This is an optimization exercise on Yosys and OpenROAD, whose aim is small area, not a production implementation. The RTL was checked by simulation tests, not by an equivalence proof against the original design. The clock port is modelled as an ideal driver; clocking choices that lean on that would not hold on a real chip. Power and IR drop assume default switching activity.

## design/flow/design.v

```verilog
module jd_beacon #(
    parameter integer F_CLK         = 4000000,
    parameter integer TICK_PRESCALE = 26,
    parameter integer FAST_COUNTS   = 20,
    parameter integer SLOW_DIV      = 40,
    parameter integer BIT_CYCLES    = 200
) (
    input  wire        clk,
    input  wire        rst,
    input  wire        cmd_valid,
    input  wire [15:0] cmd,
    input  wire        rx_line,
    input  wire [7:0]  prov_byte,
    output wire        carrier,
    output wire        tx_line,
    output wire [2:0]  led,
    output wire        fast_tick,
    output wire        slow_tick,
    output wire        irq_fast,
    output wire        irq_slow,
    output wire        irq_rx,
    output wire [7:0]  rx_byte,
    output wire        prov_take,
    output wire        tx_done,
    output wire        tx_ready,
    output wire [$clog2(FAST_COUNTS)-1:0] tick_count,
    output wire        cmd_fault
);
    localparam [4:0] PRE_START  = 5'd26;    
    localparam [4:0] PRE_LAST   = 5'd13;    
    localparam [5:0] CAR_START  = 6'd18;    
    localparam [5:0] CAR_LAST   = 6'd41;    
    localparam [5:0] SLOW_START = 6'd38;    
    localparam [5:0] SLOW_LAST  = 6'd51;    
    localparam [7:0] BIT_START  = 8'd153;   
    localparam [7:0] BIT_MID    = 8'd39;    
    localparam [7:0] BIT_LAST   = 8'd76;    
    reg        tick_en;
    reg [4:0]  pre_cnt;
    reg [4:0]  base_cnt;
    reg [5:0]  slow_cnt;
    reg [1:0]  fast_slot, slow_slot;
    reg        light_en;
    reg [2:0]  mask;
    reg [6:0]  brightness;    
    reg [6:0]  pwm_cnt;       
    reg        gate;
    reg        ir_en;
    reg [5:0]  car_cnt;
    reg        carrier_q;
    reg [9:0]  tx_sr;         
    reg [7:0]  tx_cnt;        
    reg        rx_intent, rx_hw_en, rx_prev, rx_busy;
    reg [9:0]  rx_sr;         
    reg [7:0]  rx_cnt;        
    reg [7:0]  rx_data;
    reg        rxh_reg, txp_reg;
    reg        ev_fast, irq_fast_q, irq_slow_q, irq_rx_q;
    reg        prov_take_q, tx_done_q, cmd_fault_q;
    wire [7:0] op = cmd[15:8];
    wire [7:0] k  = cmd[7:0];
    wire       v  = cmd_valid;
    wire       nr = ~rst;
    wire       tx_wrap  = (tx_cnt == BIT_LAST);
    wire       tx_nz    = |tx_sr[9:1];
    wire       tx_busy  = tx_nz | tx_sr[0];
    wire       tx_fin   = tx_wrap & ~tx_nz & tx_sr[0];
    wire       tx_busy1 = tx_nz | (tx_sr[0] & ~tx_wrap);     
    wire pre_term  = tick_en & (pre_cnt == PRE_LAST);
    wire base_term = (base_cnt == FAST_COUNTS - 1);
    wire fast_ev   = pre_term & base_term;
    wire slow_ev   = fast_ev & (slow_cnt == SLOW_LAST);
    wire f_pwm = fast_ev & (fast_slot == 2'd1);
    wire s_pwm = slow_ev & (slow_slot == 2'd1);
    wire irtx  = ir_en & txp_reg & ((fast_ev & (fast_slot == 2'd2)) |
                                    (slow_ev & (slow_slot == 2'd2)));
    wire kz_hi    = (k[7:2] == 6'd0);
    wire k0       = kz_hi & (k[1:0] == 2'd0);
    wire c_nop    = (op == 8'h00) & k0;
    wire c_tinit  = (op == 8'h10) & k0;
    wire c_rfast  = (op == 8'h11) & kz_hi;
    wire c_rslow  = (op == 8'h12) & kz_hi;
    wire c_linit  = (op == 8'h20) & k0;
    wire c_chan   = (op == 8'h21) & (k[6:2] == 5'd0) & ~(k[1] & k[0]);
    wire c_alloff = (op == 8'h22) & k0;
    wire c_bright = (op == 8'h23);
    wire c_irinit = (op == 8'h30) & k0;
    wire c_rxen   = (op == 8'h31) & k0;
    wire c_rxdis  = (op == 8'h32) & k0;
    wire c_rxsus  = (op == 8'h33) & k0;
    wire c_rxh    = (op == 8'h34) & kz_hi & ~k[1];
    wire c_txp    = (op == 8'h35) & kz_hi & ~k[1];
    wire c_txst   = (op == 8'h36) & k0;
    wire c_txsp   = (op == 8'h37) & k0;
    wire c_xmit   = (op == 8'h38);
    wire legal = c_nop | c_tinit | c_rfast | c_rslow | c_linit | c_chan | c_alloff |
                 c_bright | c_irinit | c_rxen | c_rxdis | c_rxsus | c_rxh | c_txp |
                 c_txst | c_txsp | c_xmit;
    wire push_p = irtx & ~tx_busy1;
    wire push_c = v & c_xmit & ir_en & ~tx_busy1 & ~irtx;
    wire push   = push_p | push_c;
    wire hw1      = rx_hw_en | (tx_fin & rx_intent);       
    wire rx_start = ~rx_busy & ir_en & hw1 & rx_prev & ~rx_line;
    wire rx_ev    = rx_busy & (rx_cnt == BIT_MID);         
    wire rx_fin   = rx_ev & rx_sr[0];
    wire rx_kill  = irtx | (v & (c_rxdis | c_rxsus));
    genvar     gi;
    wire       pstep = f_pwm | s_pwm;
    wire       dbl   = f_pwm & s_pwm;
    wire       q0    = (pwm_cnt == 7'd0);
    wire       q99   = (pwm_cnt == 7'd99);
    wire [6:0] qs;
    wire [6:0] qk;                                        
    assign qk[0] = pstep & ~dbl;
    assign qk[1] = dbl | (pwm_cnt[0] & qk[0]);
    generate for (gi = 2; gi < 7; gi = gi + 1) begin : g_qk
        assign qk[gi] = qk[gi-1] & pwm_cnt[gi-1];
    end endgenerate
    assign qs = pwm_cnt ^ qk;
    wire       qwrap = (qs[6:2] == 5'b11001);             
    wire [6:0] qn    = qwrap ? {6'd0, qs[0]} : qs;
    wire [6:0] qd    = pwm_cnt ^ brightness;
    wire [6:0] qc;                                        
    assign qc[0] = 1'b1;
    generate for (gi = 1; gi < 7; gi = gi + 1) begin : g_qc
        assign qc[gi] = qc[gi-1] & pwm_cnt[gi-1];
    end endgenerate
    wire       eqA   = (qd == 7'd0);
    wire       eqB   = q99 ? (brightness == 7'd0) : (qd == qc);
    wire       gA    = ~eqA & (q0 | gate);
    wire       g2    = ~pstep ? gate : ~dbl ? gA : (~eqB & (q99 | gA));
    wire       t_keep  = nr & ~push;
    wire       t_hold  = t_keep & ~tx_wrap;
    wire       t_shift = t_keep & tx_wrap;
    wire       t_prov  = nr & push_p;
    wire       t_k     = nr & push_c;
    wire       r_hold  = ~rx_start & ~rx_ev;
    wire       r_shift = ~rx_start & rx_ev;
    wire       d_load  = nr & rx_fin;
    wire       d_keep  = nr & ~rx_fin;
    wire [2:0] m_set   = {3{nr & v & c_chan}} &
                         {k[1:0] == 2'd2, k[1:0] == 2'd1, k[1:0] == 2'd0};
    wire [2:0] m_keep  = ~({3{rst | (v & c_alloff)}} | m_set);
    wire       b_load  = nr & v & c_bright;
    wire       b_keep  = nr & ~(v & c_bright);
    wire       be_keep = nr & ~pre_term;
    wire       be_inc  = nr & pre_term & ~base_term;
    wire       sl_keep = nr & ~fast_ev;
    wire       sl_step = nr & fast_ev;
    wire       fs_load = nr & v & (c_rfast | c_linit);
    wire       fs_keep = nr & ~(v & (c_rfast | c_linit));
    wire       ss_load = nr & v & (c_rslow | c_txst | c_txsp);
    wire       ss_keep = nr & ~(v & (c_rslow | c_txst | c_txsp));
    wire       h_load  = nr & v & c_rxh;
    wire       h_keep  = nr & ~(v & c_rxh);
    wire       p_load  = nr & v & c_txp;
    wire       p_keep  = nr & ~(v & c_txp);
    always @(posedge clk) begin
        pre_cnt <= tick_en ? {pre_cnt[3:0], ~(pre_cnt[4] ^ pre_cnt[1]) ^ pre_term} : PRE_START;
        car_cnt <= ir_en ? {car_cnt[4:0], ~(car_cnt[5] ^ car_cnt[0]) ^ (car_cnt == CAR_LAST)}
                         : CAR_START;
        tx_cnt  <= push ? BIT_START : {tx_cnt[6:0], ~(tx_cnt[7] ^ tx_cnt[2]) ^ tx_wrap};
        rx_cnt  <= rx_start ? BIT_START
                            : {rx_cnt[6:0], ~(rx_cnt[7] ^ rx_cnt[2]) ^ (rx_cnt == BIT_LAST)};
        rx_prev <= rx_line;
        rx_sr   <= ({10{r_hold}} & rx_sr) | ({10{r_shift}} & {rx_line, rx_sr[9:1]}) |
                   {rx_start, 9'd0};
        tick_en    <= nr & (tick_en | (v & (c_tinit | c_linit | c_irinit)));
        base_cnt   <= ({5{be_keep}} & base_cnt) | ({5{be_inc}} & (base_cnt + 5'd1));
        slow_cnt   <= ({6{sl_keep}} & slow_cnt) |
                      ({6{sl_step}} & {slow_cnt[4:0],
                                       ~(slow_cnt[5] ^ slow_cnt[0]) ^ (slow_cnt == SLOW_LAST)}) |
                      ({6{rst}} & SLOW_START);
        fast_slot  <= ({2{fs_keep}} & fast_slot) | ({2{fs_load}} & {k[1], k[0] | c_linit});
        slow_slot  <= ({2{ss_keep}} & slow_slot) | ({2{ss_load}} & {k[1] | c_txst, k[0]});
        light_en   <= nr & (light_en | (v & c_linit));
        mask       <= (m_keep & mask) | ({3{k[7]}} & m_set);
        brightness <= ({7{b_keep}} & brightness) | ({7{b_load}} & (k[6:0] | {7{k[7]}}));
        pwm_cnt    <= ({7{nr}} & qn) | {6'd0, rst};
        gate       <= nr & g2;
        ir_en      <= nr & (ir_en | (v & c_irinit));
        carrier_q  <= nr & ir_en & (carrier_q ^ (car_cnt == CAR_LAST));
        tx_sr      <= ({10{t_hold}}  & tx_sr) |
                      ({10{t_shift}} & {1'b0, tx_sr[9:1]}) |
                      {t_prov | t_k, {8{t_prov}} & prov_byte, 1'b0} |
                      {1'b0, {8{t_k}} & k, 1'b0};
        rx_intent  <= nr & (rx_intent | (v & c_rxen)) & ~(v & c_rxdis);
        rx_hw_en   <= nr & ((hw1 & ~rx_kill) | (v & c_rxen));
        rx_busy    <= nr & (rx_start | (rx_busy & ~rx_fin)) & ~rx_kill;
        rx_data    <= ({8{d_keep}} & rx_data) | ({8{d_load}} & rx_sr[9:2]);
        rxh_reg    <= (h_keep & rxh_reg) | (h_load & k[0]);
        txp_reg    <= (p_keep & txp_reg) | (p_load & k[0]);
        ev_fast     <= nr & fast_ev;
        irq_fast_q  <= nr & fast_ev & (fast_slot == 2'd3);
        irq_slow_q  <= nr & slow_ev & (slow_slot == 2'd3);
        irq_rx_q    <= nr & rx_fin & rxh_reg;
        prov_take_q <= nr & irtx;
        tx_done_q   <= nr & tx_fin;
        cmd_fault_q <= nr & (cmd_fault_q | (v & ~legal));
    end
    assign carrier    = carrier_q;
    assign tx_line    = tx_sr[0] | ~tx_nz;
    assign led        = (light_en & gate) ? mask : 3'b000;
    assign fast_tick  = ev_fast;
    assign slow_tick  = ev_fast & (slow_cnt == SLOW_START);    
    assign irq_fast   = irq_fast_q;
    assign irq_slow   = irq_slow_q;
    assign irq_rx     = irq_rx_q;
    assign rx_byte    = rx_data;
    assign prov_take  = prov_take_q;
    assign tx_done    = tx_done_q;
    assign tx_ready   = ir_en & ~tx_busy;
    assign tick_count = base_cnt;
    assign cmd_fault  = cmd_fault_q;
endmodule
```

## design/flow/flow/run.sh

```bash
#!/bin/bash
# Layout: the standard flow (standard.sh) with
#  - synthesis: the standard script, abc run with flow/area.abc (area-oriented:
#    deepsyn AIG optimisation, then &nf mapping);
#  - port buffers: sky130_fd_sc_hd__buf_1 on every input and output;
#  - CTS: clkbuf_8 buffers, no dummy loads; then lightly loaded ones
#    resized to clkbuf_4 (flow/cts_post.tcl).
# Each tool's full output is in ORFS's logs (orfs/logs); make's output in flow.log.
set -euo pipefail
HERE=$(pwd)
export FLOW_ABC_SCRIPT=$HERE/flow/area.abc
sed -e "s|SYNTH_SCRIPT=[^ ]*|SYNTH_SCRIPT=$HERE/flow/my_synth.tcl|" standard.sh > my_standard.sh
bash my_standard.sh \
  BUFFER_PORTS_ARGS="-buffer_cell sky130_fd_sc_hd__buf_1" \
  POST_CTS_TCL=$HERE/flow/cts_post.tcl \
  CTS_ARGS="-sink_clustering_enable -repair_clock_nets -buf_list {sky130_fd_sc_hd__clkbuf_2 sky130_fd_sc_hd__clkbuf_4 sky130_fd_sc_hd__clkbuf_8} -dont_use_dummy_load" \
  finish > flow.log 2>&1
```

## design/flow/flow/area.abc

```
strash
&get -n
&deepsyn -I 1 -J 50
&dch -f
&nf -R 1000
&put
topo
stime -c
```

## design/flow/flow/cts_post.tcl

```tcl
# After CTS: clock buffers that drive few loads (the root, which drives only
# the leaf buffers, and small leaf clusters) are resized to clkbuf_4; the
# others stay clkbuf_8 so every flip-flop clock pin keeps a sharp edge.
set n_resized 0
foreach inst [[ord::get_db_block] getInsts] {
  set name [$inst getName]
  if { ![string match "clkbuf*" $name] } { continue }
  if { [[$inst getMaster] getName] ne "sky130_fd_sc_hd__clkbuf_8" } { continue }
  set fanout [expr { [llength [[[$inst findITerm X] getNet] getITerms]] - 1 }]
  if { $fanout <= 9 } {
    replace_cell [get_cells $name] [get_lib_cells */sky130_fd_sc_hd__clkbuf_4]
    incr n_resized
  }
}
puts "cts_post: resized $n_resized clock buffers to clkbuf_4"
check_placement -verbose
```

## design/flow/flow/my_synth.tcl

```tcl
# The standard synthesis script, with abc pointed at an area-oriented
# script (FLOW_ABC_SCRIPT). Registers are mapped before abc runs, so the
# registers, their names and cell types are those of the standard synthesis.
proc synth {args} { yosys synth -nofsm -noshare {*}$args }
proc abc {args} {
  set i [lsearch -exact $args -script]
  if { $i >= 0 && [info exists ::env(FLOW_ABC_SCRIPT)] } {
    lset args [expr {$i + 1}] $::env(FLOW_ABC_SCRIPT)
  }
  yosys abc {*}$args
}
source $::env(SCRIPTS_DIR)/synth.tcl
# left out here: clear keep_hierarchy, flatten, clean up, hide names made inside functions, write 1_2_yosys.v
```

## design/flow/standard.sh

```bash
#!/bin/bash
# synth_recipe.tcl (not shown) runs the flow's synth.tcl, then flattens the netlist and writes it again
# the make line also repeats each setting of config.mk as NAME=value (left out here)
make -C /OpenROAD-flow-scripts/flow DESIGN_CONFIG=/design/flow/config.mk WORK_HOME=/design/flow/orfs CLKGATE_MAP_FILE= SYNTH_SCRIPT=/design/flow/synth_recipe.tcl "${@:-finish}"
```

## design/flow/config.mk

```make
export PLATFORM = sky130hd
export DESIGN_NAME = jd_beacon
export DESIGN_NICKNAME = jd_beacon
export VERILOG_FILES = /design/flow/design.v
export SDC_FILE = /design/flow/constraint.sdc
export NUM_CORES = 4
export LEC_CHECK = 0
export CAP_MARGIN = 20
export CORE_MARGIN = 4
export CORE_UTILIZATION = 40
export SLEW_MARGIN = 20
```

## design/flow/constraint.sdc

```tcl
create_clock -name core_clock -period 10.0 [get_ports {clk}]
set_input_delay 2.0000 -clock core_clock [delete_from_list [all_inputs] [get_ports {clk}]]
set_output_delay 2.0000 -clock core_clock [all_outputs]
set_load 0.01 [all_outputs]
```

==> results of run 1 <==
==> power by group <==
group	switching, mW	internal [mW]	leakage (nW)
Sequential	0.000333	0.418	0.852
Combinational	0.0144	0.00587	0.782
Clock	0.120	0.0718	0.0595
==> cells in the mapped netlist, drive strengths merged (2+ instances only) <==
| master | n |
|---|---|
| nand4b | 2 |
| a22oi | 8 |
| nor3b | 2 |
| nor3 | 22 |
| a41o | 2 |
| and2 | 14 |
| a21oi | 20 |
| nand2b | 12 |
| o22a | 3 |
| or2 | 5 |
| nor2 | 40 |
| a2111oi | 2 |
| a31oi | 3 |
| dfxtp | 105 |
| ha | 8 |
| o21ai | 19 |
| nor4 | 8 |
| xor2 | 5 |
| and3 | 10 |
| clkinv | 16 |
| nand3 | 23 |
| xnor2 | 4 |
| nor2b | 12 |
| nand4 | 9 |
| a211oi | 2 |
| nor4b | 5 |
| a22o | 19 |
| a41oi | 2 |
| nand2 | 56 |
==> stage by stage <==
| stage | total power, mW | instances | instance area [um2] | hold WS, ns | worst slack (ns) |
|---|---|---|---|---|---|
| finish | 0.631 | 652 | 4620 | 0.427 | 6.06 |
| global route | 0.660 | 652 | 4620 | 0.443 | 5.80 |
| detailed placement | 0.448 | 643 | 4510 | 0.429 | 5.73 |
| global placement | 0.448 | 643 | 4510 | 0.418 | 5.86 |
| floorplan | 0.436 | 454 | 4130 | 0.402 | 6.27 |
==> logic make-up after synthesis <==
group           count (synthesis)  synth area share, %
compound gates                 90                 15.0
xor+xnor                        9                 1.91
fa+ha+maj                       9                 2.91
buf+inv                        16                 1.46
flops                         105                 50.9
mux                             1                0.243
simple gates                  224                 27.6
==> worst max-delay path by stage <==
stage | from | end | slack [ns] | cells after the start
after floorplan | cmd[3] | fast_slot[1] | 6.27 | 7
after global placement | cmd[3] | fast_slot[1] | 5.86 | 8
after detailed placement | cmd[3] | fast_slot[1] | 5.73 | 8
after global routing | tx_sr[1] | tx_ready | 5.80 | 6
final | tx_sr[1] | tx_ready | 6.06 | 6
==> layout make-up <==
| type | count | area, um2 |
|---|---|---|
| clock buffers | 9 | 111 |
| fillers | 1003 | 5290 |
| inverters | 16 | 60.1 |
| multi-input cells | 333 | 1960 |
| flip-flops and latches | 105 | 2100 |
| well taps | 133 | 166 |
| repair buffers | 56 | 218 |
==> layer usage <==
layer,vias up,global-route usage (%),part of all wire [%]
li1,1765,-,-
met3,6,4.99,6.5
met5,-,0,0
met2,75,24.5,43
met1,1551,22.1,49
met4,0,3.74,0.88
==> worst max-delay path, delay by kind of cell (launching register included) <==
kind,cells,cell delay (ns)
buf+inv,1,0.16
simple gates,5,1.03
flops,1,0.34
==> run notes, run 1 <==
Antenna cell count = 0
Number of synthesis warnings = 1
Vias in the first global route = 3,300
Drt drc = 0
Worst skew pair latency = 0.42 ns
Die area = 12,000 um2
CTS tree = yes
RR Startpoint = tick_en
Initial Utilization = 41.6%
Hold depth = 1
Layout Skew = 0.0299 ns
Final WL = 9080 um
Crit. End Element = primary output
IO Pins = 55
Initial DRC count = 160
Initial antenna violation count = 0
Sequential-to-total area share from yosys stat = 50.9%
CP Cell Sequence = nor4_1, nand2_1, nor3_1, nand2_1, nor2_1, buf_1
FMAX = 254 MHz
Total gr overflow = 0
R2R Path End = pwm_cnt[1]
Max-Cap Viols = 0
Largest regs = rx_sr: 10 flops, tx_sr: 10 flops
Nets = 558
Area fraction of the dominant cell type after synthesis = 50.9%
Top cells by area, synth = dfxtp_1 51%, nand2_1 5.1%, a22o_1 4.0%
Final Hold Fails = 0
Most used DFF post-synth = dfxtp_1
Synth area leader = dfxtp_1
Area added between synthesis and finish = 12.0%
1st-pass router iterations = 4
DIE WIDTH = 110 um
Clk sinks = 105
Die span in y = 110 um
R2R setup slack = 6.42 ns
Total GRT Usage = 16.0%
Synthesized Nets = 491
Critical setup path kind = register to primary output
WL/cell = 13.9 um
Total number of vias = 3,397
DP HPWL = 6740 um
Worst-path fanout max = 5
Max-slew headroom = 40.1%
CP startpoint kind = register
Final worst path period need = 3.94 ns
Hold path start = pre_cnt[2]
Port buffer count = 54
First-pass GRT wire length = 15,400 um
Slowest CP cell = nor3_1
Routed Antenna Nets = 0
P_leak = 1.69 nW
Synth unique cells = 45
Worst hold endpoint = pre_cnt[3]
Maximum VDD drop = 71.8 uV
Status = finished clean
RSZ-0062 raised after global routing = no
Post-synth EDFFs = 0
Worst-path clk slew = 0.09 ns
Worst EP required = 8.00 ns
Syn Area/Cell = 9.09 um2
Final count of negative-setup-slack endpoints = 0
Commonest non-fill, non-tap cell in the layout = dfxtp_1
Asr flop ratio synth = 0%
Cells on worst reg2reg path = 15
Worst-Margin Slew = 0.892 ns
Gpl congestion = 0.846
Core Util, Final = 46.6%
Layout cell share with drive strength beyond 1 = 2.12%
Via density = 5.21
Cells after Synth = 454
Crit path arrival time = 1.94 ns
Worst path most repeated cell = nand2_1
Hold Crit Class = register to register
Core Footprint = 9910 um2
# rows = 36
#FFs+latches synth = 105
Largest net degree at the start of global routing = 22
Total negative setup slack = 0 ns
Most frequent cells in the layout = 105 x dfxtp_1, 56 x nand2_1, 54 x buf_1
Final period utilization = 39.4%
Post-Syn Area = 4130 um2
Pwr Density = 137 nW/um2
Slowest Stage Delay on Critical Path = 0.47 ns
Pins Over Slew Limit = 0
==> run 2, diff against run 1 <==
--- a/design/flow/flow/run.sh
+++ b/design/flow/flow/run.sh
@@ -3,3 +3,4 @@
 #  - synthesis: the standard script, abc run with flow/area.abc (area-oriented:
-#    deepsyn AIG optimisation, then &nf mapping);
+#    deepsyn AIG optimisation, then &nf mapping), and adders left to abc
+#    instead of being mapped to half/full adder cells first (ADDER_MAP_FILE=);
 #  - port buffers: sky130_fd_sc_hd__buf_1 on every input and output;
@@ -13,2 +14,3 @@
 bash my_standard.sh \
+  ADDER_MAP_FILE= \
   BUFFER_PORTS_ARGS="-buffer_cell sky130_fd_sc_hd__buf_1" \
==> run 2 against run 1 <==
  * Still clean on timing, DRC and antenna
  * Register-to-register slack worse by 0.34 ns
  * First-iteration DRC count is 55% higher
  * Global-route usage is 0.43 points lower
  * Cell count is 2.6% lower
  * Critical path depth is 9 higher
  * Via count is 2.2% lower
  * Sequential share of layout area is 0.85 points higher
  * Worst hold slack worse by 0.011 ns
  * Critical path type is now register to register
  * Largest power group unchanged
  * Highest routed layer unchanged
==> run notes, run 2 <==
Nets = 532 (-4.7%)
Asr flop ratio synth = 0% (unchanged)
Total gr overflow = 0 (unchanged)
Pins Over Slew Limit = 0 (unchanged)
Initial DRC count = 248 (+55%)
Final worst path period need = 3.92 ns (-0.0272 ns)
Crit path arrival time = 4.28 ns (+2.34 ns)
#FFs+latches synth = 105 (unchanged)
Clk sinks = 105 (unchanged)
Gpl congestion = 0.791 (-6.5%)
Syn Area/Cell = 9.23 um2 (+1.6%)
# rows = 36 (unchanged)
Final count of negative-setup-slack endpoints = 0 (unchanged)
Post-synth EDFFs = 0 (unchanged)
Top cells by area, synth = dfxtp_1 52%, nand2_1 5.2%, a22o_1 4.3%
Antenna cell count = 0 (unchanged)
R2R Path End = tx_sr[4]
Synthesized Nets = 465 (-5.3%)
Max-slew headroom = 35.3% (-4.7 points)
DP HPWL = 6550 um (-2.7%)
Cells after Synth = 437 (-3.7%)
# placed instances = 626 (-2.6%)
Core Util, Final = 46.2% (-0.44 points)
Synth unique cells = 46 (+2.2%)
R2R setup slack = 6.08 ns (-0.34 ns)
CP startpoint kind = register
Core Footprint = 9820 um2 (-0.91%)
Most common cell in the netlist = dfxtp_1
Most frequent cells in the layout = 105 x dfxtp_1, 56 x nand2_1, 54 x buf_1
Synth area leader = dfxtp_1
Status = finished clean
Worst-path fanout max = 10 (+5)
Largest regs = rx_sr: 10 flops, tx_sr: 10 flops
Hold path start = tx_cnt[3]
RR Startpoint = tick_en
Die span in y = 108 um (-1.0%)
Crit. Startpoint = tick_en
Area added between synthesis and finish = 12.5%
Routed Antenna Nets = 0 (unchanged)
Layout cell share with drive strength beyond 1 = 2.19% (+0.072 points)
Total GRT Usage = 15.6% (-0.43 points)
Die area = 11,800 um2 (-2.1%)
Area fraction of the dominant cell type after synthesis = 52.1% (+1.2 points)
Commonest non-fill, non-tap cell in the layout = dfxtp_1
IO Pins = 55 (unchanged)
Worst hold endpoint = tx_cnt[4]
Via density = 5.23 (+0.44%)
Final period utilization = 39.2% (-0.27 points)
Critical setup path kind = register to register
Initial antenna violation count = 0 (unchanged)
DIE WIDTH = 108 um (-1.0%)
Worst skew pair latency = 0.44 ns (+0.02 ns)
Worst-path clk slew = 0.11 ns (+0.02 ns)
RSZ-0062 raised after global routing = no
First-pass GRT wire length = 14,700 um (-4.6%)
Hold Crit Class = register to register
WL/cell = 13.9 um (-0.18%)
Post-Syn Area = 4030 um2 (-2.2%)
Largest net degree at the start of global routing = 28 (+27%)
Total negative setup slack = 0 ns (unchanged)
Port buffer count = 54 (unchanged)
Layout Skew = 0.0309 ns (+0.000917 ns)
Max-Cap Viols = 0 (unchanged)
Worst EP required = 10.36 ns (+2.36 ns)
Final WL = 8830 um (-2.8%)
Pwr Density = 140 nW/um2 (+2.7%)
Cells on worst reg2reg path = 15 (unchanged)
Crit. End Element = register
Final cell count without fillers = 635 (-2.6%)
FMAX = 255 MHz (+0.69%)
Worst-Margin Slew = 0.968 ns (+0.0757 ns)
Drt drc = 0 (unchanged)
P_leak = 1.60 nW (-5.4%)
Initial Utilization = 41.1% (-0.56 points)
Hold depth = 1 (unchanged)
Most used DFF post-synth = dfxtp_1
Synth cell count leaders = 105 x dfxtp_1, 56 x nand2_1, 41 x nor2_1
Maximum VDD drop = 68.1 uV (-5.3%)
Number of synthesis warnings = 1 (unchanged)
CTS tree = yes
Sequential-to-total area share from yosys stat = 52.1% (+1.2 points)
1st-pass router iterations = 5 (+1)
Vias in the first global route = 3,069 (-7.0%)
Final Hold Fails = 0 (unchanged)
Total number of vias = 3,323 (-2.2%)
-- run 2: cell count changes after synthesis, sizes merged, moves of 4 or more --
cell    previous run  this run
nor2b             12         6
nand3             23        17
ha                 8         0
o21ai             19        12
and3              10         6
xnor2              4         9
o221a              0         7
a222oi             0         5
a22oi              8         3
-- run 2: per-layer routing --
| layer | vias up | GRT usage (%) | wire (um) | part of all wire (%) |
|---|---|---|---|---|
| met5 | - | 0 | 0 | 0 |
| met4 | 0 | 4.51 | 118 | 1.3 |
| met3 | 12 | 4.84 | 534 | 6.0 |
| met2 | 76 | 22.9 | 3760 | 43 |
| met1 | 1528 | 21.9 | 4420 | 50 |
| li1 | 1707 | - | - | - |
-- run 2: kinds of logic (layout without fill, tap and decap cells) --
logic type	count (synthesis)	in the layout	share of synthesized area, %
flops	105	105	52.1
buf+inv	16	81	1.49
simple gates	212	212	26.4
compound gates	88	88	16.4
mux	2	2	0.496
xor+xnor	14	14	3.04
-- run 2: stage by stage --
| stage | total power [mW] | hold slack [ns] | setup WS (ns) | instance area [um2] |
|---|---|---|---|---|
| 2_1_floorplan | 0.435 | 0.402 | 6.26 | 4030 |
| 3_3_place_gp | 0.448 | 0.420 | 5.80 | 4420 |
| 3_5_place_dp | 0.448 | 0.425 | 5.78 | 4420 |
| 5_1_grt | 0.662 | 0.448 | 5.44 | 4540 |
| 6_report | 0.636 | 0.416 | 6.08 | 4540 |
-- run 2: power by group --
group | internal, mW | switching, mW | total (mW)
clock | 0.0759 | 0.122 | 0.198
combinational | 0.00520 | 0.0140 | 0.0192
sequential | 0.418 | 0.000397 | 0.419
-- run 2: area by class of cell --
type | instances | area [um2]
fillers | 995 | 5280
flip-flops and latches | 105 | 2100
multi-input cells | 316 | 1870
repair buffers | 56 | 218
well taps | 133 | 166
clock buffers | 9 | 118
inverters | 16 | 60.1
-- run 2: worst max path at each step --
| stage | slack (ns) | cells after the start | to |
|---|---|---|---|
| finish | 6.08 | 15 | tx_sr[4] |
| global route | 5.44 | 15 | tx_sr[7] |
| detailed placement | 5.78 | 10 | tx_sr[4] |
| global placement | 5.80 | 10 | tx_sr[2] |
| floorplan | 6.26 | 6 | mask[0] |
-- run 2: critical path: stages, from the launching register on --
cell and delay [ns]:
dfxtp_1 0.42, nand4_1 0.11, nor3_1 0.33, and3_1 0.31, nand2_1 0.07, nor3_1 0.54, and2_0 0.29, nand2_1 0.09
nor3_1 0.15, a31o_1 0.13, nand2_1 0.09, nand2_1 0.08, nand3_1 0.26, nor3_1 0.75, nand2_1 0.12, nand3_1 0.11
==> run 3, diff against run 2 <==
--- a/design/flow/flow/run.sh
+++ b/design/flow/flow/run.sh
@@ -3,3 +3,4 @@
 #  - synthesis: the standard script, abc run with flow/area.abc (area-oriented:
-#    deepsyn AIG optimisation, then &nf mapping), and adders left to abc
+#    deepsyn AIG optimisation, &nf mapping, then mfs3 don't-care
+#    resubstitution), and adders left to abc
 #    instead of being mapped to half/full adder cells first (ADDER_MAP_FILE=);
==> design/flow/flow/area.abc (replaced) <==
strash
&get -n
&deepsyn -I 1 -J 50
&dch -f
&nf -R 1000
&put
mfs3 -a -K 8 -H 5 -R 2
mfs3 -a
topo
stime -c
--- a/design/flow/config.mk
+++ b/design/flow/config.mk
@@ -9,3 +9,3 @@
 export CORE_MARGIN = 4
-export CORE_UTILIZATION = 40
+export CORE_UTILIZATION = 60
 export SLEW_MARGIN = 20
==> run 3 against run 2 <==
  * Routed wire length is 3.0% lower
  * Critical path type unchanged
  * Highest routed layer unchanged
  * Still clean on timing, DRC and antenna
  * Synthesized cell count is 0.92% lower
  * Area after synthesis is 0.81% lower
==> run notes, run 3 <==
Status = finished clean
Synth Area in XOR/XNOR = 3.06% (+0.025 points)
DIE WIDTH = 89.7 um (-17%)
Worst-Margin Slew = 0.865 ns (-0.103 ns)
Initial Utilization = 62.3% (+21 points)
IO Pins = 55 (unchanged)
Layout cell share with drive strength beyond 1 = 2.41% (+0.22 points)
DP HPWL = 6340 um (-3.4%)
Initial DRC count = 209 (-16%)
Clk sinks = 105 (unchanged)
Final WL = 8560 um (-3.0%)
Sequential-to-total area share from yosys stat = 52.5% (+0.42 points)
Worst EP required = 10.36 ns (about the same)
Asr flop ratio synth = 0% (unchanged)
Routed Antenna Nets = 0 (unchanged)
Synth unique cells = 45 (-2.2%)
Crit path arrival time = 4.30 ns (+0.02 ns)
Area fraction of the dominant cell type after synthesis = 52.5% (+0.42 points)
Pwr Density = 142 nW/um2 (+1.4%)
Slowest Stage Delay on Critical Path = 0.77 ns (+0.02 ns)
Crit path max-delay family = simple AND/OR/NAND/NOR gates
Worst path most repeated cell = nand2_1
Max-slew headroom = 41.9% (+6.6 points)
Largest family of logic cells by synthesized area = simple AND/OR/NAND/NOR gates
Synth cell count leaders = 105 x dfxtp_1, 56 x nand2_1, 42 x nor2_1
Synthesized Nets = 461 (-0.86%)
RSZ-0062 raised after global routing = no
#FFs+latches synth = 105 (unchanged)
Most common cell in the netlist = dfxtp_1
Die area = 8040 um2 (-32%)
Post-Synth Adder-Cell Area = 0% (unchanged)
Hold Crit Class = register to register
1st-pass router iterations = 5 (unchanged)
Core Footprint = 6420 um2 (-35%)
Initial antenna violation count = 0 (unchanged)
Post-synth EDFFs = 0 (unchanged)
Mux cell area share after synthesis = 0.750% (+0.25 points)
Pins Over Slew Limit = 0 (unchanged)
Most used DFF post-synth = dfxtp_1
Final period utilization = 39.3% (+0.19 points)
Worst path bufs/invs = 0 (unchanged)
Gpl congestion = 0.857 (+8.3%)
Maximum VDD drop = 94.2 uV (+38%)
Layout Skew = 0.0302 ns (-0.000654 ns)
Largest regs = rx_sr: 10 flops, tx_sr: 10 flops
CTS tree = yes
Die span in y = 89.7 um (-17%)
Port buffer count = 54 (unchanged)
Via density = 5.93 (+13%)
Worst hold margin = 0.448 ns (+0.0311 ns)
# rows = 29 (-19%)
WL/cell = 14.9 um (+7.1%)
Slowest CP cell = nor3_1
Syn Area/Cell = 9.24 um2 (+0.11%)
Total negative setup slack = 0 ns (unchanged)
Worst skew pair latency = 0.44 ns (about the same)
Area added between synthesis and finish = 11.2%
Worst-path fanout max = 10 (unchanged)
FMAX = 254 MHz (-0.48%)
Nets = 528 (-0.75%)
Simple-Gate Fraction of Synth Area = 25.8% (-0.60 points)
Number of fillers in the final layout = 525 (-47%)
Worst-path clk slew = 0.07 ns (-0.04 ns)
Critical setup path kind = register to register
Total power = 0.632 mW (-0.62%)
Synth area leader = dfxtp_1
Compound-cell area share of the yosys netlist = 16.7% (+0.26 points)
Non-Filler Cell Area, Final = 4450 um2 (-2.0%)
Number of synthesis warnings = 1 (unchanged)
Post-placement cell area = 4320 um2 (-2.2%)
Commonest non-fill, non-tap cell in the layout = dfxtp_1
Final worst path period need = 3.93 ns (+0.0187 ns)
Top cells by area, synth = dfxtp_1 53%, nand2_1 5.3%, a22o_1 4.4%
CP startpoint kind = register
Max-Cap Viols = 0 (unchanged)
Drt drc = 0 (unchanged)
Largest net degree at the start of global routing = 28 (unchanged)
Total number of vias = 3,409 (+2.6%)
Most frequent cells in the layout = 105 x dfxtp_1, 56 x nand2_1, 54 x buf_1
Total GRT Usage = 22.6% (+7.0 points)
Vias in the first global route = 3,154 (+2.8%)
P_leak = 1.59 nW (-1.1%)
Final count of negative-setup-slack endpoints = 0 (unchanged)
Crit. End Element = register
First-pass GRT wire length = 14,300 um (-2.6%)
Total gr overflow = 0 (unchanged)
Cells after Synth = 433 (-0.92%)
CP Cell Sequence = nand4_1, nor3_1, and3_1, nand2_1, nor3_1, and2_0, nand2_1, nor3_1, a31o_1, nand2_1, nand2_1, nand3_1, nor3_1, nand2_1, nand3_1
Antenna cell count = 0 (unchanged)
Post-Syn Area = 4000 um2 (-0.81%)
Final Hold Fails = 0 (unchanged)
## run 3: cell families after synthesis
family / Yosys count
buffers and inverters: 12
flip-flops: 105
multiplexers: 3
XOR/XNOR: 14
AND/OR/NAND/NOR: 210
AO/OA/AOI/OAI: 89
## run 3: final timing paths
check	from	to	slack (ns)	depth (start not counted)
hold / removal	pre_cnt[3]	pre_cnt[4]	0.45	1
setup reg to reg	tick_en	tx_sr[4]	6.07	15
hold reg to reg	pre_cnt[3]	pre_cnt[4]	0.45	1
setup / recovery	tick_en	tx_sr[4]	6.07	15
## run 3: routing by layer
metal,part of all wire (%),up-vias,wire length [um],global-route usage [%]
li1,-,1705,-,-
met1,47,1581,3980,30.2
met2,46,111,3900,36.0
met3,6.5,12,553,5.02
met4,1.4,0,119,8.25
met5,0,-,0,0
## run 3: power breakdown
part / internal, mW / switching, mW / leakage [nW]
Sequential: 0.418 / 0.000296 / 0.853
Clock: 0.0757 / 0.119 / 0.0621
Combinational: 0.00517 / 0.0137 / 0.670
## run 3: final cells by class
class	instances	area [um2]	area share, %
multi-input cells	316	1870	42.0
well taps	77	96.3	2.17
clock buffers	9	118	2.64
inverters	12	45.0	1.01
flip-flops and latches	105	2100	47.3
repair buffers	56	218	4.89
## run 3: stage by stage
stage | instances | setup slack (ns) | utilization (%)
floorplan | 433 | 6.26 | -
global placement | 566 | 5.92 | 67.3
detailed placement | 566 | 5.85 | 67.3
global route | 575 | 5.56 | 69.3
finish | 575 | 6.07 | 69.3
==> run 4, diff against run 3 <==
--- a/design/flow/config.mk
+++ b/design/flow/config.mk
@@ -9,3 +9,3 @@
 export CORE_MARGIN = 4
-export CORE_UTILIZATION = 60
+export CORE_UTILIZATION = 40
 export SLEW_MARGIN = 20
==> run 4 against run 3 <==
  * Critical path depth unchanged
  * First-iteration DRC count increased by 12%
  * Global-route usage decreased by 5.5 points
  * Worst hold slack got worse by 0.00097 ns
  * Still clean
==> run notes, run 4 <==
Final WL = 9550 um (+12%)
Nets = 529 (+0.19%)
WL/cell = 15.1 um (+1.5%)
Max-Cap Viols = 0 (unchanged)
Total gr overflow = 0 (unchanged)
P_leak = 1.59 nW (+0.18%)
First-pass GRT wire length = 15,900 um (+11%)
RR Startpoint = tick_en
Total GRT Usage = 17.1% (-5.5 points)
Most common cell in the netlist = dfxtp_1
Number of synthesis warnings = 1 (unchanged)
Initial Utilization = 40.9% (-21 points)
Slowest Stage Delay on Critical Path = 0.76 ns (about the same)
Worst path most repeated cell = nand2_1
Core Footprint = 9770 um2 (+52%)
Vias in the first global route = 3,217 (+2.0%)
Layout Skew = 0.0331 ns (+0.00289 ns)
Commonest non-fill, non-tap cell in the layout = dfxtp_1
Area fraction of the dominant cell type after synthesis = 52.5% (unchanged)
Final period utilization = 38.7% (-0.69 points)
Most frequent cells in the layout = 105 x dfxtp_1, 56 x nand2_1, 54 x buf_1
Asr flop ratio synth = 0% (unchanged)
RSZ-0062 raised after global routing = no
Maximum VDD drop = 88.6 uV (-5.9%)
CP Cell Sequence = nand4_1, nor3_1, and3_1, nand2_1, nor3_1, and2_0, nand2_1, nor3_1, a31o_1, nand2_1, nand2_1, nand3_1, nor3_1, nand2_1, nand3_1
Status = finished clean
Most used DFF post-synth = dfxtp_1
Hold Crit Class = register to register
# placed instances = 623 (+10%)
Final worst path period need = 3.87 ns (-0.0686 ns)
Synthesized Nets = 461 (unchanged)
Synth unique cells = 45 (unchanged)
IO Pins = 55 (unchanged)
Net Sw Frac = 21.8% (+0.79 points)
#FFs+latches synth = 105 (unchanged)
Worst skew pair latency = 0.45 ns (about the same)
Post-Syn Area = 4000 um2 (unchanged)
Critical setup path kind = register to register
Setup WS post-layout = 6.13 ns (+0.0686 ns)
Via density = 5.43 (-8.4%)
Antenna cell count = 0 (unchanged)
Syn Area/Cell = 9.24 um2 (unchanged)
Pins Over Slew Limit = 0 (unchanged)
Setup WS pre-CTS = 5.76 ns (-0.0872 ns)
Final cell count without fillers = 632 (+9.9%)
Worst-path fanout max = 10 (unchanged)
Psw = 0.138 mW (+3.9%)
Core Util, Final = 46.1% (-23 points)
Top cells by area, synth = dfxtp_1 53%, nand2_1 5.3%, a22o_1 4.4%
Max-slew headroom = 41.4% (-0.47 points)
Sequential-to-total area share from yosys stat = 52.5% (unchanged)
Largest regs = rx_sr: 10 flops, tx_sr: 10 flops
Hold path start = tx_cnt[6]
Initial DRC count = 235 (+12%)
Layout cell share with drive strength beyond 1 = 2.61% (+0.20 points)
DP HPWL = 7010 um (+11%)
1st-pass router iterations = 5 (unchanged)
Drt drc = 0 (unchanged)
Crit. Startpoint = tick_en
Internal = 0.495 mW (-0.82%)
Clk pwr share = 30.7% (about the same)
Synth cell count leaders = 105 x dfxtp_1, 56 x nand2_1, 42 x nor2_1
Total number of vias = 3,432 (+0.67%)
Area added between synthesis and finish = 12.7%
CTS tree = yes
Port buffer count = 54 (unchanged)
Cells after Synth = 433 (unchanged)
Initial antenna violation count = 0 (unchanged)
Comb pwr share = 3.2% (+0.2 points)
Post-synth EDFFs = 0 (unchanged)
Seq pwr share = 66.1% (about the same)
Worst-path clk slew = 0.09 ns (+0.02 ns)
# rows = 36 (+24%)
DIE WIDTH = 108 um (+20%)
Final Hold Fails = 0 (unchanged)
Die span in y = 108 um (+20%)
Synth area leader = dfxtp_1
Worst path bufs/invs = 0 (unchanged)
Worst-Margin Slew = 0.872 ns (+0.00695 ns)
Total power = 0.633 mW (+0.17%)
Crit path arrival time = 4.23 ns (-0.07 ns)
Total negative setup slack = 0 ns (unchanged)
Gpl congestion = 0.868 (+1.3%)
Crit path max-delay family = simple AND/OR/NAND/NOR gates
Pwr Density = 140 nW/um2 (-1.2%)
Routed Antenna Nets = 0 (unchanged)
Clk sinks = 105 (unchanged)
Crit. End Element = register
Die area = 11,700 um2 (+45%)
CP startpoint kind = register
Slowest CP cell = nor3_1
Largest net degree at the start of global routing = 28 (unchanged)
Final count of negative-setup-slack endpoints = 0 (unchanged)
Worst EP required = 10.36 ns (about the same)
FMAX = 259 MHz (+1.8%)
run 4: cell counts after synthesis:
Identical to the previous run, type by type.
run 4: final timing paths:
check,endpoint,slack [ns],cells past startpoint
hold reg to reg,tx_cnt[7],0.45,1
setup / recovery,tx_sr[4],6.13,15
hold / removal,tx_cnt[7],0.45,1
setup reg to reg,tx_sr[4],6.13,15
run 4: worst register-to-register path: stages (launching register included):
cell	delay [ns]
dfxtp_1	0.43
nand4_1	0.11
nor3_1	0.33
and3_1	0.30
nand2_1	0.07
nor3_1	0.51
and2_0	0.28
nand2_1	0.09
nor3_1	0.16
a31o_1	0.13
nand2_1	0.07
nand2_1	0.07
nand3_1	0.25
nor3_1	0.76
nand2_1	0.11
nand3_1	0.11
run 4: cell type report:
type                       instances  area (um2)
timing repair buffer              57         225
fill                            1000        5260
inverter                          12        45.0
clock buffer                       9         111
multi-input combinational        316        1860
tap                              133         166
sequential                       105        2100
run 4: power by group through the flow:
stage | combinational, mW | clock [mW] | sequential (mW)
detailed placement | 0.0197 | 0 | 0.429
global route | 0.0219 | 0.220 | 0.419
global placement | 0.0196 | 0 | 0.429
finish | 0.0200 | 0.195 | 0.419
floorplan | 0.00639 | 0 | 0.429
run 4: logic make-up after synthesis:
kind of cell / count (synthesis) / share of synthesized area [%]
AO/OA/AOI/OAI: 89 / 16.7
XOR/XNOR: 14 / 3.06
flip-flops: 105 / 52.5
AND/OR/NAND/NOR: 210 / 25.8
buffers and inverters: 12 / 1.13
multiplexers: 3 / 0.750
run 4: stage by stage:
step | hold slack [ns] | cell area [um2]
floorplan | 0.402 | 4000
global placement | 0.421 | 4400
detailed placement | 0.425 | 4400
global route | 0.475 | 4510
finish | 0.447 | 4510
run 4: metal layers:
metal | vias up | wire, um | track usage, %
met1 | 1622 | 4430 | 22.7
met5 | - | 0 | 0
met4 | 0 | 104 | 4.33
li1 | 1706 | - | -
met2 | 97 | 4400 | 27.5
met3 | 7 | 617 | 4.90
==> run 5, diff against run 4 <==
--- a/design/flow/config.mk
+++ b/design/flow/config.mk
@@ -10,2 +10,3 @@
 export CORE_UTILIZATION = 40
+export GPL_TIMING_DRIVEN = 0
 export SLEW_MARGIN = 20
==> run 5 against run 4 <==
  * Still clean
  * Routed wire length decreased by 4.1%
  * Die area stayed put
  * Via count is 2.4% lower
  * Critical endpoint is now tx_sr[6]
==> run notes, run 5 <==
Status = finished clean
Simple-Gate Fraction of Synth Area = 25.8% (unchanged)
Drt drc = 0 (unchanged)
# rows = 36 (unchanged)
CP Cell Sequence = buf_2, clkinv_1, nand2_1, nor2_1, nor3_1, nand2_1, nand3_1
Worst hold margin = 0.447 ns (+0.000854 ns)
Gpl congestion = 0.902 (+4.0%)
Total GRT Usage = 16.8% (-0.31 points)
Largest net degree at the start of global routing = 28 (unchanged)
Initial Utilization = 40.9% (unchanged)
Cells after Synth = 433 (unchanged)
Worst skew pair latency = 0.46 ns (about the same)
Critical setup path kind = primary input to register
Antenna cell count = 0 (unchanged)
Die span in y = 108 um (unchanged)
Total gr overflow = 0 (unchanged)
Total number of vias = 3,349 (-2.4%)
Number of fillers in the final layout = 997 (-0.30%)
Initial antenna violation count = 0 (unchanged)
Final count of negative-setup-slack endpoints = 0 (unchanged)
1st-pass router iterations = 4 (-1)
Final WL = 9160 um (-4.1%)
#FFs+latches synth = 105 (unchanged)
Pwr Density = 141 nW/um2 (+0.16%)
Synthesized Nets = 461 (unchanged)
Worst EP required = 10.36 ns (about the same)
Area of the multi-input gates = 1860 um2 (about the same)
Synth Area in XOR/XNOR = 3.06% (unchanged)
Core Footprint = 9770 um2 (unchanged)
FMAX = 244 MHz (-5.7%)
Commonest non-fill, non-tap cell in the layout = dfxtp_1
Max-slew headroom = 24.9% (-17 points)
Synth cell count leaders = 105 x dfxtp_1, 56 x nand2_1, 42 x nor2_1
Routed Antenna Nets = 0 (unchanged)
Nets = 527 (-0.38%)
Post-Synth Adder-Cell Area = 0% (unchanged)
First-pass GRT wire length = 15,500 um (-2.4%)
Total negative setup slack = 0 ns (unchanged)
Clk sinks = 105 (unchanged)
Reg area = 2100 um2 (unchanged)
Most common cell in the netlist = dfxtp_1
Port buffer count = 54 (unchanged)
Largest family of logic cells by synthesized area = simple AND/OR/NAND/NOR gates
Most used DFF post-synth = dfxtp_1
Maximum VDD drop = 64.4 uV (-27%)
Worst-path fanout max = 27 (+17)
Slowest Stage Delay on Critical Path = 0.65 ns (-0.11 ns)
Layout cell share with drive strength beyond 1 = 2.41% (-0.19 points)
Crit path max-delay family = simple AND/OR/NAND/NOR gates
Worst path bufs/invs = 2 (+2)
Layout Skew = 0.0349 ns (+0.00183 ns)
Area added between synthesis and finish = 12.4%
Asr flop ratio synth = 0% (unchanged)
Worst path most repeated cell = nand2_1
Post-Syn Area = 4000 um2 (unchanged)
Die area = 11,700 um2 (unchanged)
Most frequent cells in the layout = 105 x dfxtp_1, 56 x nand2_1, 53 x buf_1
P_leak = 1.58 nW (-0.47%)
Via density = 5.32 (-2.1%)
Top cells by area, synth = dfxtp_1 53%, nand2_1 5.3%, a22o_1 4.4%
Final period utilization = 41.0% (+2.3 points)
Compound-cell area share of the yosys netlist = 16.7% (unchanged)
Max-Cap Viols = 0 (unchanged)
Mux cell area share after synthesis = 0.750% (unchanged)
Sequential-to-total area share from yosys stat = 52.5% (unchanged)
Initial DRC count = 234 (-0.43%)
Pins Over Slew Limit = 0 (unchanged)
Largest regs = rx_sr: 10 flops, tx_sr: 10 flops
DIE WIDTH = 108 um (unchanged)
CTS tree = yes
Hold Crit Class = register to register
CP startpoint kind = primary input
RSZ-0062 raised after global routing = no
IO Pins = 55 (unchanged)
Synth unique cells = 45 (unchanged)
Worst-Margin Slew = 1.12 ns (+0.252 ns)
Crit path arrival time = 4.46 ns (+0.23 ns)
Crit. End Element = register
Final worst path period need = 4.10 ns (+0.233 ns)
Syn Area/Cell = 9.24 um2 (unchanged)
Number of synthesis warnings = 1 (unchanged)
WL/cell = 14.5 um (-3.8%)
Final Hold Fails = 0 (unchanged)
Area fraction of the dominant cell type after synthesis = 52.5% (unchanged)
Slowest CP cell = nor3_1
DP HPWL = 6660 um (-4.9%)
Synth area leader = dfxtp_1
Vias in the first global route = 3,184 (-1.0%)
Worst-path clk slew = 0.08 ns (about the same)
Post-synth EDFFs = 0 (unchanged)
run 5: changes by cell type in the layout (fill, tap and decap cells not counted):
cell,previous run,this run
buf_1,54,53
a2111oi_0,1,0
buf_4,3,1
a2111oi_1,0,1
buf_2,0,1
run 5: cell type report:
class                           instances  area share (%)
Inverter                               12            1.00
Timing Repair Buffer                   55            4.70
Tap cell                              133            3.70
Multi-Input combinational cell        316            41.4
Clock buffer                            9            2.48
Sequential cell                       105            46.7
run 5: worst min-delay path, delay by kind of cell (launching register included):
family / cells / cell delay (ns)
DFF: 1 / 0.31
and+or+nand+nor: 2 / 0.10
run 5: cell families after synthesis:
kind of cell           after synthesis
multiplexers                         3
AO/OA/AOI/OAI                       89
flip-flops                         105
XOR/XNOR                            14
buffers and inverters               12
AND/OR/NAND/NOR                    210
run 5: layer usage:
layer | GRT usage, % | vias up | part of all wire, %
li1 | - | 1706 | -
met1 | 23.2 | 1549 | 49
met2 | 25.3 | 86 | 43
met3 | 3.88 | 8 | 6.3
met4 | 6.94 | 0 | 1.3
met5 | 0 | - | 0
run 5: worst paths after layout:
kind,endpoint,startpoint,slack [ns],depth (start not counted)
setup / recovery,tx_sr[6],rst,5.90,7
hold / removal,mask[0],mask[0],0.45,2
setup reg to reg,tx_sr[6],tick_en,6.06,15
hold reg to reg,mask[0],mask[0],0.45,2
run 5: where the power goes:
| part | total [mW] | internal, mW | switching [mW] |
|---|---|---|---|
| Clock | 0.195 | 0.0716 | 0.123 |
| Sequential | 0.419 | 0.418 | 0.000389 |
| Combinational | 0.0193 | 0.00495 | 0.0143 |
run 5: per-stage QoR:
| step | util (%) | instances | area, um2 | power, mW | worst slack [ns] |
|---|---|---|---|---|---|
| 6_report | 46.0 | 630 | 4500 | 0.633 | 5.90 |
| 3_3_place_gp | 44.7 | 620 | 4370 | 0.447 | 4.71 |
| 2_1_floorplan | - | 433 | 4000 | 0.435 | 6.26 |
| 3_5_place_dp | 44.9 | 621 | 4390 | 0.448 | 5.52 |
| 5_1_grt | 46.0 | 630 | 4500 | 0.661 | 5.44 |
==> run 6, diff against run 5 <==
--- a/design/flow/config.mk
+++ b/design/flow/config.mk
@@ -7,6 +7,5 @@
 export LEC_CHECK = 0
-export CAP_MARGIN = 20
+export CAP_MARGIN = 0
 export CORE_MARGIN = 4
 export CORE_UTILIZATION = 40
-export GPL_TIMING_DRIVEN = 0
-export SLEW_MARGIN = 20
+export SLEW_MARGIN = 0
==> run 6 against run 5 <==
  * Still clean on timing, DRC and antenna
  * Area after synthesis stayed put
  * Fmax up 6.0%
  * Via count up 2.5%
  * Sequential share of layout area decreased by 0.13 points
  * Non-clock buffer count grew 2
==> run notes, run 6 <==
Status = finished clean
# rows = 36 (unchanged)
Total power = 0.633 mW (+0.12%)
Layout cell share with drive strength beyond 1 = 2.61% (+0.19 points)
Pins Over Slew Limit = 0 (unchanged)
Max-slew headroom = 41.4% (+17 points)
Layout Skew = 0.0331 ns (-0.00183 ns)
CP startpoint kind = register
Comb pwr share = 3.2% (about the same)
Final worst path period need = 3.87 ns (-0.233 ns)
DP HPWL = 7010 um (+5.1%)
Nets = 529 (+0.38%)
Total number of vias = 3,432 (+2.5%)
Worst hold margin = 0.447 ns (-0.000854 ns)
Crit. End Element = register
Max-Cap Viols = 0 (unchanged)
Routed Antenna Nets = 0 (unchanged)
Post-synth EDFFs = 0 (unchanged)
Slowest Stage Delay on Critical Path = 0.76 ns (+0.11 ns)
Worst-path clk slew = 0.09 ns (about the same)
Worst-Margin Slew = 0.872 ns (-0.252 ns)
Core Util, Final = 46.1% (+0.13 points)
Largest regs = rx_sr: 10 flops, tx_sr: 10 flops
1st-pass router iterations = 5 (+1)
Die span in y = 108 um (unchanged)
Final cell count without fillers = 632 (+0.32%)
Worst-path fanout max = 10 (-63%)
Critical setup path kind = register to register
Initial antenna violation count = 0 (unchanged)
Synth unique cells = 45 (unchanged)
RSZ-0062 raised after global routing = no
CP Cell Sequence = nand4_1, nor3_1, and3_1, nand2_1, nor3_1, and2_0, nand2_1, nor3_1, a31o_1, nand2_1, nand2_1, nand3_1, nor3_1, nand2_1, nand3_1
DIE WIDTH = 108 um (unchanged)
Pwr Density = 140 nW/um2 (-0.16%)
IO Pins = 55 (unchanged)
#FFs+latches synth = 105 (unchanged)
Initial DRC count = 235 (+0.43%)
Clk sinks = 105 (unchanged)
Top cells by area, synth = dfxtp_1 53%, nand2_1 5.3%, a22o_1 4.4%
Total gr overflow = 0 (unchanged)
Area fraction of the dominant cell type after synthesis = 52.5% (unchanged)
Sequential-to-total area share from yosys stat = 52.5% (unchanged)
Seq pwr share = 66.1% (about the same)
Asr flop ratio synth = 0% (unchanged)
Most frequent cells in the layout = 105 x dfxtp_1, 56 x nand2_1, 54 x buf_1
Most used DFF post-synth = dfxtp_1
Worst path most repeated cell = nand2_1
Initial Utilization = 40.9% (unchanged)
Net Sw Frac = 21.8% (+0.044 points)
Hold Crit Class = register to register
Drt drc = 0 (unchanged)
Gpl congestion = 0.868 (-3.8%)
WL/cell = 15.1 um (+4.0%)
Psw = 0.138 mW (+0.32%)
Crit path arrival time = 4.23 ns (-0.23 ns)
P_leak = 1.59 nW (+0.48%)
Non-Filler Cell Area, Final = 4510 um2 (+0.28%)
Die area = 11,700 um2 (unchanged)
Setup WS post-layout = 6.13 ns (+0.233 ns)
Synth area leader = dfxtp_1
Maximum VDD drop = 88.6 uV (+38%)
Final WL = 9550 um (+4.3%)
Antenna cell count = 0 (unchanged)
Core Footprint = 9770 um2 (unchanged)
Final Hold Fails = 0 (unchanged)
CTS tree = yes
FMAX = 259 MHz (+6.0%)
Cells after Synth = 433 (unchanged)
Synth cell count leaders = 105 x dfxtp_1, 56 x nand2_1, 42 x nor2_1
Number of synthesis warnings = 1 (unchanged)
Total GRT Usage = 17.1% (+0.31 points)
Setup WS pre-CTS = 5.76 ns (+0.242 ns)
Clk pwr share = 30.7% (about the same)
Final count of negative-setup-slack endpoints = 0 (unchanged)
Worst EP required = 10.36 ns (about the same)
Slowest CP cell = nor3_1
Worst skew pair latency = 0.45 ns (about the same)
Post-placement cell area = 4400 um2 (+0.29%)
Area added between synthesis and finish = 12.7%
Via density = 5.43 (+2.2%)
Most common cell in the netlist = dfxtp_1
Commonest non-fill, non-tap cell in the layout = dfxtp_1
# placed instances = 623 (+0.32%)
Total negative setup slack = 0 ns (unchanged)
Post-Syn Area = 4000 um2 (unchanged)
Internal = 0.495 mW (about the same)
Synthesized Nets = 461 (unchanged)
First-pass GRT wire length = 15,900 um (+2.5%)
Vias in the first global route = 3,217 (+1.0%)
Largest net degree at the start of global routing = 28 (unchanged)
Final period utilization = 38.7% (-2.3 points)
Syn Area/Cell = 9.24 um2 (unchanged)
Port buffer count = 54 (unchanged)
run 6: kinds of logic (layout without fill, tap and decap cells):
group	after synthesis	after routing	share of synthesized area [%]
AOI/OAI and AO/OA	89	89	16.7
xor gates and xnor gates	14	14	3.06
buffers and inverters	12	78	1.13
DFF	105	105	52.5
muxes	3	3	0.750
and+or+nand+nor	210	210	25.8
run 6: final cells by class:
| type | instances | area (um2) |
|---|---|---|
| repair buffers | 57 | 225 |
| inverters | 12 | 45.0 |
| flip-flops and latches | 105 | 2100 |
| clock buffers | 9 | 111 |
| fillers | 1000 | 5260 |
| well taps | 133 | 166 |
| multi-input cells | 316 | 1860 |
run 6: critical path: cells and delay by family, from the launching register on:
family             cells  cell delay (ns)
and+or+nand+nor       14             3.22
DFF                    1             0.43
AOI/OAI and AO/OA      1             0.13
run 6: layer usage:
layer | vias to the layer above | GRT usage, % | share of wire [%]
met3 | 7 | 4.90 | 6.5
met4 | 0 | 4.33 | 1.1
met5 | - | 0 | 0
met1 | 1622 | 22.7 | 46
met2 | 97 | 27.5 | 46
li1 | 1706 | - | -
run 6: power by group through the flow:
stage | Sequential (mW) | Clock (mW) | Combinational [mW]
after floorplan | 0.429 | 0 | 0.00639
after global placement | 0.429 | 0 | 0.0196
after detailed placement | 0.429 | 0 | 0.0197
after global routing | 0.419 | 0.220 | 0.0219
final | 0.419 | 0.195 | 0.0200
run 6: worst paths after layout:
check | from | endpoint | slack [ns] | cells past startpoint
max reg2reg | tick_en | tx_sr[4] | 6.13 | 15
min reg2reg | tx_cnt[6] | tx_cnt[7] | 0.45 | 1
max | tick_en | tx_sr[4] | 6.13 | 15
min | tx_cnt[6] | tx_cnt[7] | 0.45 | 1

what the ideal ports hide:
In the flow no input, the clock included, has a driving cell. The finished layouts below were timed again as built, in two steps.
Step 1, drivers: a clkbuf_16 drives clk and a buf_2 each remaining input, both assumed.
Step 2 adds t to the input delays and takes it off the output delays; t is the mean of the earliest and latest rising clock arrival at the registers after step 1. Input paths then give back, and output paths get back, about the clock's delay inside the block.
Three values: ideal ports, drivers, drivers and shift; two values: the first two.
run	t, ns	slack for setup (ns)	worst hold slack (ns)	clock arrival spread, ns	worst register clock-pin slew, ns
run 1	0.437	6.057 / 6.026 / 5.656	0.427 / 0.427 / 0.427	0.031 / 0.032	0.10 / 0.10
run 2	0.450	6.084 / 6.084 / 5.742	0.416 / 0.416 / 0.416	0.031 / 0.031	0.11 / 0.11
run 3	0.454	6.065 / 6.065 / 5.759	0.448 / 0.448 / 0.448	0.030 / 0.030	0.10 / 0.10
run 4	0.466	6.134 / 6.134 / 5.733	0.447 / 0.447 / 0.447	0.033 / 0.034	0.11 / 0.11
run 5	0.471	5.901 / 5.910 / 5.440	0.447 / 0.447 / 0.447	0.035 / 0.035	0.11 / 0.11
run 6	0.466	6.134 / 6.134 / 5.733	0.447 / 0.447 / 0.447	0.033 / 0.034	0.11 / 0.11
After both steps every run listed still meets setup and hold. For run 5, which loses most, drivers alone change the setup slack by +0.009 ns; drivers and shift together by -0.461 ns.
